Background: an optimization exercise with open tools, aiming at small area. Do not read the settings as production practice.
The RTL was checked by simulation tests, not by an equivalence proof against the original design.

==> run Z <==
==> flow/design.v <==
module spi_unit #(
    parameter integer CLKFREQ = 80000000
) (
    input  wire        clk,
    input  wire        rst,          
    input  wire        mb_we,
    input  wire [31:0] mb_wdata,
    output wire [31:0] mb_rdata,
    output wire        sclk,
    output reg         mosi,
    input  wire        miso,
    output wire        mem_we,
    output wire [14:0] mem_addr,
    output wire [7:0]  mem_wdata
);
    localparam [31:0] BUSY = 32'hFFFF_FFFD;
    localparam [26:0] ACC0 = 27'd67108864 - (CLKFREQ / 2);
    reg [31:0] mbn;          
    reg        cpol;
    reg        cpha;
    reg        bitorder;     
    reg [30:0] freq;
    reg        s_wop;        
    reg        s_shift;      
    reg        s_store;      
    reg        s_done;       
    reg [1:0]  kd;           
    reg [4:0]  pos;          
    reg [4:0]  rem;          
    reg        phase;        
    reg [26:0] z;            
    wire [31:0] mb   = ~mbn;
    wire        busy = s_shift | s_store | s_done;
    wire        s_cmd = ~(s_wop | busy);
    assign mb_rdata  = busy ? BUSY : mb;
    assign sclk      = cpol ^ phase;
    assign mem_we    = s_store;
    assign mem_addr  = mb[14:0];
    assign mem_wdata = mb[31:24];
    wire       fn_ok  = (mb[7:4] == 4'd0) & (~mb[3] | (mb[2:0] == 3'd0));    
    wire [3:0] fn     = mb[3:0];
    wire       cmd    = s_cmd & mb[31] & fn_ok;
    wire       rsv    = s_cmd & mb[31] & ~fn_ok;    
    wire       f_rd   = (fn == 4'd1) | (fn == 4'd3);
    wire       f_mode = (fn == 4'd5);
    wire       f_bits = (fn == 4'd6);
    wire       f_get  = fn[3];
    wire       f_opr  = ~f_rd & ~f_mode & ~f_bits & ~f_get;    
    wire       opnd   = s_wop & ~mb[31];                        
    wire [4:0] nm1;
    wire [5:0] nb;
    assign nb[0] = 1'b1;
    genvar gi;
    generate
        for (gi = 0; gi < 5; gi = gi + 1) begin : g_nm1
            assign nm1[gi]    = mb[8 + gi] ^ nb[gi];
            assign nb[gi + 1] = nb[gi] & ~mb[8 + gi];
        end
    endgenerate
    wire        tick = z[26];
    wire [25:0] y;                        
    wire [26:0] yc;
    assign yc[9]  = 1'b0;
    assign y[8:0] = z[8:0];
    generate
        for (gi = 9; gi < 26; gi = gi + 1) begin : g_cor
            wire kb = tick & ACC0[gi];
            assign y[gi]      = z[gi] ^ kb ^ yc[gi];
            assign yc[gi + 1] = (z[gi] & kb) | (z[gi] & yc[gi]) | (kb & yc[gi]);
        end
    endgenerate
    wire [26:0] z_nxt;                    
    wire [26:0] sc;
    assign sc[0] = 1'b0;
    generate
        for (gi = 0; gi < 26; gi = gi + 1) begin : g_add
            wire fb = (gi < 25) ? freq[gi] : 1'b0;
            assign z_nxt[gi]  = y[gi] ^ fb ^ sc[gi];
            assign sc[gi + 1] = (y[gi] & fb) | (y[gi] & sc[gi]) | (fb & sc[gi]);
        end
    endgenerate
    assign z_nxt[26] = sc[26];
    wire start = (cmd & f_rd) | (opnd & ~kd[0]);
    always @(posedge clk) begin
        if ((s_cmd | s_wop) & ~start)
            z <= {1'b1, 26'd0};
        else if (!s_store)
            z <= z_nxt;
    end
    wire lead  = s_shift & tick & ~phase;
    wire trail = s_shift & tick & phase;
    wire reads = kd[0] | kd[1];
    wire samp  = reads & (cpha ? trail : lead);
    wire last  = (rem == 5'd0);
    wire [4:0] pos_adv;
    wire [5:0] pt;
    assign pt[0] = 1'b1;
    generate
        for (gi = 0; gi < 5; gi = gi + 1) begin : g_pos
            assign pos_adv[gi] = pos[gi] ^ pt[gi];
            assign pt[gi + 1]  = pt[gi] & (pos[gi] ^ bitorder);
        end
    endgenerate
    wire [4:0] rem_dec;
    wire [5:0] rb;
    assign rb[0] = 1'b1;
    generate
        for (gi = 0; gi < 5; gi = gi + 1) begin : g_rem
            assign rem_dec[gi] = rem[gi] ^ rb[gi];
            assign rb[gi + 1]  = rb[gi] & ~rem[gi];
        end
    endgenerate
    wire [3:0] pd_lo = {pos[1:0] == 2'd3, pos[1:0] == 2'd2, pos[1:0] == 2'd1, pos[1:0] == 2'd0};
    wire [7:0] pd_hi = {pos[4:2] == 3'd7, pos[4:2] == 3'd6, pos[4:2] == 3'd5, pos[4:2] == 3'd4,
                        pos[4:2] == 3'd3, pos[4:2] == 3'd2, pos[4:2] == 3'd1, pos[4:2] == 3'd0}
                       & {8{samp}};
    wire [31:0] wr;
    generate
        for (gi = 0; gi < 32; gi = gi + 1) begin : g_wr
            assign wr[gi] = pd_hi[gi / 4] & pd_lo[gi % 4];
        end
    endgenerate
    wire [8:0] cnt     = mb[23:15];
    wire       cnt_z   = (cnt[7:0] == 8'd0);
    wire       cnt_end = cnt[8] & cnt_z;
    wire [23:0] st_val;
    wire [15:0] ac;
    assign ac[0] = 1'b1;
    generate
        for (gi = 0; gi < 15; gi = gi + 1) begin : g_inc
            assign st_val[gi] = mb[gi] ^ ac[gi];
            assign ac[gi + 1] = mb[gi] & ac[gi];
        end
    endgenerate
    assign st_val[23:15] = {cnt[7:0], cnt[8] ^ cnt[4] ^ cnt_z};
    wire set_all = rsv | (cmd & (f_mode | f_bits)) | (opnd & (kd == 2'b11))
                 | (s_done & ~kd[0]);
    wire set_hi  = set_all | (cmd & f_opr);
    wire ld_all  = cmd & (f_rd | f_get);
    wire ld_0    = cmd & ~f_mode & ~f_bits;
    wire cclr    = opnd & (kd == 2'b10);
    wire [30:0] fget = freq & {31{f_get}};
    wire [31:0] mbn_d;
    generate
        for (gi = 0; gi < 32; gi = gi + 1) begin : g_mb
            wire set = (gi == 0) ? set_all : set_hi;
            wire ld  = (gi == 0) ? ld_0 : ld_all;
            wire ldv = (gi < 31) ? fget[gi] : 1'b0;
            wire stv = (gi < 24) ? st_val[gi] : 1'b0;
            wire st  = (gi < 24) ? s_store : 1'b0;
            wire clr = (gi >= 15 && gi < 24) ? cclr : 1'b0;
            assign mbn_d[gi] = mb_we  ? ~mb_wdata[gi] :    
                               set    ? 1'b0 :
                               ld     ? ~ldv :
                               wr[gi] ? ~miso :
                               st     ? ~stv :
                               clr    ? 1'b1 : mbn[gi];
        end
    endgenerate
    always @(posedge clk) begin
        if (rst)
            mbn <= 32'd0;                         
        else
            mbn <= mbn_d;
    end
    always @(posedge clk) begin
        if (rst) begin
            cpol     <= 1'b0;
            cpha     <= 1'b0;
            bitorder <= 1'b0;
            freq     <= 31'd0;
            phase    <= 1'b0;
            mosi     <= 1'b0;
            s_wop    <= 1'b0;
            s_shift  <= 1'b0;
            s_store  <= 1'b0;
            s_done   <= 1'b0;
        end else if (s_cmd) begin
            kd  <= {mb[2], mb[0]};
            rem <= mb[2] ? 5'd7 : nm1;
            pos <= bitorder ? (mb[2] ? 5'd31 : nm1) : {mb[2], mb[2], 3'b000};
            if (cmd) begin
                if (f_rd) begin
                    if (mb[12:8] == 5'd0)
                        s_done <= 1'b1;
                    else
                        s_shift <= 1'b1;
                end
                if (f_mode) begin
                    cpha <= mb[8];
                    cpol <= mb[9];
                end
                if (f_bits)
                    bitorder <= mb[10];
                if (f_opr)
                    s_wop <= 1'b1;
            end
        end else if (s_wop) begin
            if (~mb[31]) begin
                s_wop <= 1'b0;
                if (kd == 2'b11) begin
                    freq <= mb[30:0];
                end else if (kd == 2'b10) begin
                    s_shift <= 1'b1;
                end else if (rem == 5'd31) begin
                    s_done <= 1'b1;       
                end else begin
                    s_shift <= 1'b1;
                    if (!cpha) begin
                        mosi <= mb[pos];
                        pos  <= pos_adv;
                    end
                end
            end
        end else if (s_shift) begin
            if (tick) begin
                phase <= ~phase;
                if (!phase) begin
                    if (!reads && cpha)
                        mosi <= mb[pos];
                end else begin
                    pos <= pos_adv;
                    rem <= rem_dec;
                    if (!reads && !cpha && !last)
                        mosi <= mb[pos];
                    if (last) begin
                        s_shift <= 1'b0;
                        if (kd[1])
                            s_store <= 1'b1;
                        else
                            s_done <= 1'b1;
                    end
                end
            end
        end else if (s_store) begin
            s_store <= 1'b0;
            if (cnt_end) begin
                s_done <= 1'b1;
            end else begin
                s_shift <= 1'b1;
                pos     <= bitorder ? 5'd31 : 5'd24;
                rem     <= 5'd7;
            end
        end else begin
            s_done <= 1'b0;
        end
    end
endmodule
==> flow/flow/run.sh <==
#!/bin/bash
# Standard ORFS layout, with the port buffers made from the smallest buffer cell
# and a clock tree of clkbuf_8 without dummy loads.
set -euo pipefail
bash standard.sh \
  BUFFER_PORTS_ARGS="-buffer_cell sky130_fd_sc_hd__buf_1" \
  CTS_ARGS="-sink_clustering_enable -repair_clock_nets -buf_list sky130_fd_sc_hd__clkbuf_8 -dont_use_dummy_load" \
  finish > standard_flow.log 2>&1
==> flow/standard.sh <==
#!/bin/bash
# synth_recipe.tcl (not shown) runs the flow's synth.tcl, then flattens the netlist and writes it again
# the make line also repeats each setting of config.mk as NAME=value (left out here)
make -C /OpenROAD-flow-scripts/flow DESIGN_CONFIG=/design/flow/config.mk WORK_HOME=/design/flow/orfs CLKGATE_MAP_FILE= SYNTH_SCRIPT=/design/flow/synth_recipe.tcl "${@:-finish}"
==> flow/config.mk <==
export PLATFORM = sky130hd
export DESIGN_NAME = spi_unit
export DESIGN_NICKNAME = spi_unit
export VERILOG_FILES = /design/flow/design.v
export SDC_FILE = /design/flow/constraint.sdc
export NUM_CORES = 4
export LEC_CHECK = 0
export CAP_MARGIN = 20
export CORE_MARGIN = 2
export CORE_UTILIZATION = 40
export SLEW_MARGIN = 20
==> flow/constraint.sdc <==
create_clock -name core_clock -period 10.0 [get_ports {clk}]
set_input_delay 2.0000 -clock core_clock [delete_from_list [all_inputs] [get_ports {clk}]]
set_output_delay 2.0000 -clock core_clock [all_outputs]
set_load 0.01 [all_outputs]
==> run D (differences from run Z) <==
--- a/flow/design.v
+++ b/flow/design.v
@@ -113,7 +113,7 @@
     wire [3:0] pd_lo = {pos[1:0] == 2'd3, pos[1:0] == 2'd2, pos[1:0] == 2'd1, pos[1:0] == 2'd0};
     wire [7:0] pd_hi = {pos[4:2] == 3'd7, pos[4:2] == 3'd6, pos[4:2] == 3'd5, pos[4:2] == 3'd4,
                         pos[4:2] == 3'd3, pos[4:2] == 3'd2, pos[4:2] == 3'd1, pos[4:2] == 3'd0}
-                       & {8{samp}};
+                       & {8{samp & miso}};
     wire [31:0] wr;
     generate
         for (gi = 0; gi < 32; gi = gi + 1) begin : g_wr
@@ -146,14 +146,13 @@
             wire set = (gi == 0) ? set_all : set_hi;
             wire ld  = (gi == 0) ? ld_0 : ld_all;
             wire ldv = (gi < 31) ? fget[gi] : 1'b0;
-            wire stv = (gi < 24) ? st_val[gi] : 1'b0;
-            wire st  = (gi < 24) ? s_store : 1'b0;
-            wire clr = (gi >= 15 && gi < 24) ? cclr : 1'b0;
+            wire stv = (gi < 24) ? st_val[gi] : 1'b0;    
+            wire clr = (gi >= 15) ? cclr : 1'b0;
             assign mbn_d[gi] = mb_we  ? ~mb_wdata[gi] :    
                                set    ? 1'b0 :
+                               wr[gi] ? 1'b0 :
                                ld     ? ~ldv :
-                               wr[gi] ? ~miso :
-                               st     ? ~stv :
+                               s_store ? ~stv :
                                clr    ? 1'b1 : mbn[gi];
         end
     endgenerate
==> flow/flow/run.sh (replaced) <==
#!/bin/bash
# Own layout flow: the standard flow, with three changes.
#  1. After the standard synthesis, the combinational logic is mapped again
#     by ABC with an area-oriented script (flow/resyn.abc). Flip-flops, full
#     adder cells and tie cells stay exactly as the standard synthesis made
#     them; half adders become plain logic again.
#  2. The port buffers use the smallest buffer cell.
#  3. The clock tree uses clkbuf_8 and no dummy loads.
# Each tool writes its full output to a log file in this folder.
set -euo pipefail
here=$(pwd)
res=$here/orfs/results/${FLOW_PLATFORM}/spi_unit/base
lib=$FLOW_HOME/platforms/${FLOW_PLATFORM}/lib/sky130_fd_sc_hd__tt_025C_1v80.lib
yosys=${YOSYS_EXE:-$FLOW_HOME/../tools/install/yosys/bin/yosys}
knobs=(
  BUFFER_PORTS_ARGS="-buffer_cell sky130_fd_sc_hd__buf_1"
  CTS_ARGS="-sink_clustering_enable -repair_clock_nets -buf_list sky130_fd_sc_hd__clkbuf_8 -dont_use_dummy_load"
)

# 1. standard synthesis
bash standard.sh "${knobs[@]}" "$res/1_2_yosys.v" > synth_flow.log 2>&1

# 2. remap the combinational logic
python3 flow/cellfunc.py "$lib" cellfunc_map.v > cellfunc.log 2>&1
cp "$res/1_2_yosys.v" standard_1_2_yosys.v
cat > resyn.ys <<EOT
read_liberty -lib $lib
read_verilog standard_1_2_yosys.v
hierarchy -check -top $FLOW_TOP
techmap -map cellfunc_map.v
opt -purge
techmap
opt -fast
abc -liberty $lib -script $here/flow/resyn.abc -dont_use *lpflow* -dont_use *probe*
opt_clean -purge
hilomap -singleton -hicell sky130_fd_sc_hd__conb_1 HI -locell sky130_fd_sc_hd__conb_1 LO
splitnets
opt_clean -purge
stat -liberty $lib
write_verilog -noattr -noexpr -nohex -nodec resyn_1_2_yosys.v
EOT
"$yosys" -s resyn.ys > resyn.log 2>&1
cp resyn_1_2_yosys.v "$res/1_2_yosys.v"

# 3. the rest of the standard flow
bash standard.sh "${knobs[@]}" finish > standard_flow.log 2>&1
==> flow/flow/cellfunc.py (new file) <==
#!/usr/bin/env python3
"""Write a Yosys techmap file that turns the platform's combinational cells
back into logic (full adders, tie cells and all cells with state are left
alone). usage: cellfunc.py LIB OUT [KEEP_REGEX]"""
import re, sys
txt = open(sys.argv[1]).read()
out = []
for c in re.split(r'\n\s*cell\s*\(\s*"?', txt)[1:]:
    name = re.match(r'(\w+)', c).group(1)
    if re.search(r'\bff\s*\(|\blatch\s*\(|statetable', c):
        continue
    keep = sys.argv[3] if len(sys.argv) > 3 else r'fa|fah|fahcin|fahcon'
    if re.search(r'__(' + keep + r'|conb|tap\w*|decap|fill|diode|probe\w*|lpflow\w*)_', name + '_'):
        continue
    ins, outs = [], []
    for p, body in re.findall(r'\n\s*pin\s*\(\s*"?(\w+)"?\s*\)\s*\{(.*?)\n\s{8}\}', c, re.S):
        d = re.search(r'direction\s*:\s*"?(\w+)', body)
        if not d:
            continue
        if d.group(1) == 'input':
            ins.append(p)
        elif d.group(1) == 'output':
            f = re.search(r'function\s*:\s*"([^"]*)"', body)
            if f:
                outs.append((p, f.group(1)))
    if not outs or not ins:
        continue
    body = ''
    for p, f in outs:
        f = f.replace('!', '~').replace('*', '&').replace('+', '|')
        f = re.sub(r'(\w|\))\s+(?=[\w(~])', r'\1&', f)
        body += '  output %s;\n  assign %s = %s;\n' % (p, p, f)
    out.append('module %s(%s);\n%s%sendmodule\n' % (
        name, ', '.join(ins + [p for p, _ in outs]), ''.join('  input %s;\n' % i for i in ins), body))
open(sys.argv[2], 'w').write(''.join(out))
==> flow/flow/resyn.abc (new file) <==
strash
balance -l
resub -K 6 -l
rewrite -l
resub -K 6 -N 2 -l
refactor -l
resub -K 8 -l
balance -l
resub -K 8 -N 2 -l
rewrite -l
resub -K 10 -l
rewrite -z -l
resub -K 10 -N 2 -l
balance -l
resub -K 12 -l
refactor -z -l
resub -K 12 -N 2 -l
rewrite -z -l
balance -l
dch -f
amap -m
topo
==> run X (differences from run Z) <==
--- a/flow/design.v
+++ b/flow/design.v
@@ -113,7 +113,7 @@
     wire [3:0] pd_lo = {pos[1:0] == 2'd3, pos[1:0] == 2'd2, pos[1:0] == 2'd1, pos[1:0] == 2'd0};
     wire [7:0] pd_hi = {pos[4:2] == 3'd7, pos[4:2] == 3'd6, pos[4:2] == 3'd5, pos[4:2] == 3'd4,
                         pos[4:2] == 3'd3, pos[4:2] == 3'd2, pos[4:2] == 3'd1, pos[4:2] == 3'd0}
-                       & {8{samp}};
+                       & {8{samp & miso}};
     wire [31:0] wr;
     generate
         for (gi = 0; gi < 32; gi = gi + 1) begin : g_wr
@@ -146,14 +146,13 @@
             wire set = (gi == 0) ? set_all : set_hi;
             wire ld  = (gi == 0) ? ld_0 : ld_all;
             wire ldv = (gi < 31) ? fget[gi] : 1'b0;
-            wire stv = (gi < 24) ? st_val[gi] : 1'b0;
-            wire st  = (gi < 24) ? s_store : 1'b0;
-            wire clr = (gi >= 15 && gi < 24) ? cclr : 1'b0;
+            wire stv = (gi < 24) ? st_val[gi] : 1'b0;    
+            wire clr = (gi >= 15) ? cclr : 1'b0;
             assign mbn_d[gi] = mb_we  ? ~mb_wdata[gi] :    
                                set    ? 1'b0 :
+                               wr[gi] ? 1'b0 :
                                ld     ? ~ldv :
-                               wr[gi] ? ~miso :
-                               st     ? ~stv :
+                               s_store ? ~stv :
                                clr    ? 1'b1 : mbn[gi];
         end
     endgenerate
==> flow/flow/run.sh (replaced) <==
#!/bin/bash
# Own layout flow: the standard flow, with three changes.
#  1. After the standard synthesis, the combinational logic is mapped again
#     by ABC with an area-oriented script (flow/resyn.abc). Flip-flops, adder
#     cells and tie cells stay exactly as the standard synthesis made them.
#  2. The port buffers use the smallest buffer cell.
#  3. The clock tree uses clkbuf_8 and no dummy loads.
# Each tool writes its full output to a log file in this folder.
set -euo pipefail
here=$(pwd)
res=$here/orfs/results/${FLOW_PLATFORM}/spi_unit/base
lib=$FLOW_HOME/platforms/${FLOW_PLATFORM}/lib/sky130_fd_sc_hd__tt_025C_1v80.lib
yosys=${YOSYS_EXE:-$FLOW_HOME/../tools/install/yosys/bin/yosys}
knobs=(
  BUFFER_PORTS_ARGS="-buffer_cell sky130_fd_sc_hd__buf_1"
  CTS_ARGS="-sink_clustering_enable -repair_clock_nets -buf_list sky130_fd_sc_hd__clkbuf_8 -dont_use_dummy_load"
)

# 1. standard synthesis
bash standard.sh "${knobs[@]}" "$res/1_2_yosys.v" > synth_flow.log 2>&1

# 2. remap the combinational logic
python3 flow/cellfunc.py "$lib" cellfunc_map.v > cellfunc.log 2>&1
cp "$res/1_2_yosys.v" standard_1_2_yosys.v
cat > resyn.ys <<EOT
read_liberty -lib $lib
read_verilog standard_1_2_yosys.v
hierarchy -check -top $FLOW_TOP
techmap -map cellfunc_map.v
opt -purge
techmap
opt -fast
abc -liberty $lib -script $here/flow/resyn.abc -dont_use *lpflow* -dont_use *probe*
opt_clean -purge
hilomap -singleton -hicell sky130_fd_sc_hd__conb_1 HI -locell sky130_fd_sc_hd__conb_1 LO
splitnets
opt_clean -purge
stat -liberty $lib
write_verilog -noattr -noexpr -nohex -nodec resyn_1_2_yosys.v
EOT
"$yosys" -s resyn.ys > resyn.log 2>&1
cp resyn_1_2_yosys.v "$res/1_2_yosys.v"

# 3. the rest of the standard flow
bash standard.sh "${knobs[@]}" finish > standard_flow.log 2>&1
==> flow/flow/cellfunc.py (new file) <==
#!/usr/bin/env python3
"""Write a Yosys techmap file that turns the platform's single-output
combinational cells back into logic (adders, tie cells and all cells with
state are left alone). usage: cellfunc.py LIB OUT"""
import re, sys
txt = open(sys.argv[1]).read()
out = []
for c in re.split(r'\n\s*cell\s*\(\s*"?', txt)[1:]:
    name = re.match(r'(\w+)', c).group(1)
    if re.search(r'\bff\s*\(|\blatch\s*\(|statetable', c):
        continue
    if re.search(r'__(fa|ha|fah|fahcin|fahcon|conb|tap\w*|decap|fill|diode|probe\w*|lpflow\w*)_', name + '_'):
        continue
    ins, outs = [], []
    for p, body in re.findall(r'\n\s*pin\s*\(\s*"?(\w+)"?\s*\)\s*\{(.*?)\n\s{8}\}', c, re.S):
        d = re.search(r'direction\s*:\s*"?(\w+)', body)
        if not d:
            continue
        if d.group(1) == 'input':
            ins.append(p)
        elif d.group(1) == 'output':
            f = re.search(r'function\s*:\s*"([^"]*)"', body)
            if f:
                outs.append((p, f.group(1)))
    if len(outs) != 1 or not ins:
        continue
    p, f = outs[0]
    f = f.replace('!', '~').replace('*', '&').replace('+', '|')
    f = re.sub(r'(\w|\))\s+(?=[\w(~])', r'\1&', f)
    out.append('module %s(%s);\n%s  output %s;\n  assign %s = %s;\nendmodule\n' % (
        name, ', '.join(ins + [p]), ''.join('  input %s;\n' % i for i in ins), p, p, f))
open(sys.argv[2], 'w').write(''.join(out))
==> flow/flow/resyn.abc (new file) <==
strash
balance -l
resub -K 6 -l
rewrite -l
resub -K 6 -N 2 -l
refactor -l
resub -K 8 -l
balance -l
resub -K 8 -N 2 -l
rewrite -l
resub -K 10 -l
rewrite -z -l
resub -K 10 -N 2 -l
balance -l
resub -K 12 -l
refactor -z -l
resub -K 12 -N 2 -l
rewrite -z -l
balance -l
dch -f
map -a
topo
==> results_dict.tcl <==
set metrics [dict create \
    placedCellCount 1207 \
    yosysMostFrequentCell "nand2_1" \
    num-fill-cells 1924 \
    outcome "no timing/DRC/antenna violations" \
    die_area_mm2 0.0202 \
    synth-edff-count 12 \
    regToRegSetupSlack_ns 0.53 \
    buffer_area_frac 0.0526 \
]
# the run above: run Z

==> results_dict.tcl <==
set metrics [dict create \
    pg_seq_w 0.000532 \
    initial_core_util 0.409 \
    min_from "mbn[25]" \
    crit_top_cell "fa_1" \
    rows 46 \
    regToRegSetupSlack_ns 0.60 \
    die_area_mm2 0.0172 \
    placedCellCount 1133 \
    antenna_left 0 \
    outcome "no timing/DRC/antenna violations" \
]
# the run above: run X

==> results_dict.tcl <==
set metrics [dict create \
    p_sw_frac 0.361 \
    layout_setup_ws_ns 0.557 \
    regToRegSetupSlack_ns 0.56 \
    die_area_mm2 0.0167 \
    placedCellCount 1090 \
    place_area_mm2 0.00697 \
    outcome "no timing/DRC/antenna violations" \
    largest_register_ffs 32 \
    num-fill-cells 1617 \
    cp.arrival_ns 9.72 \
]
# the run above: run D

[what the ideal ports hide]
In the flow no input, the clock included, has a driving cell. The finished layouts below were timed again as built, in two steps. Step 1: set_driving_cell puts a clkbuf_16 on clk and a buf_2 on each other input, an assumption about the parent block. Step 2 times the ports against the registers' clock, not the clock port: input delays grow and output delays shrink by t, the midpoint of the rising clock arrivals with the driver on. a / b / c = no drivers / after step 1 / after step 2; a / b = the first two.
run	shift t [ns]	setup WS [ns]	worst setup path after step 2	clock arrival spread, ns
run Z	0.427	0.528 / 0.528 / 0.528	register to register	0.026 / 0.026
run D	0.421	0.557 / 0.557 / 0.557	register to register	0.027 / 0.027
run X	0.420	0.596 / 0.596 / 0.596	register to register	0.023 / 0.023
After both steps setup and hold are still met in every run listed.
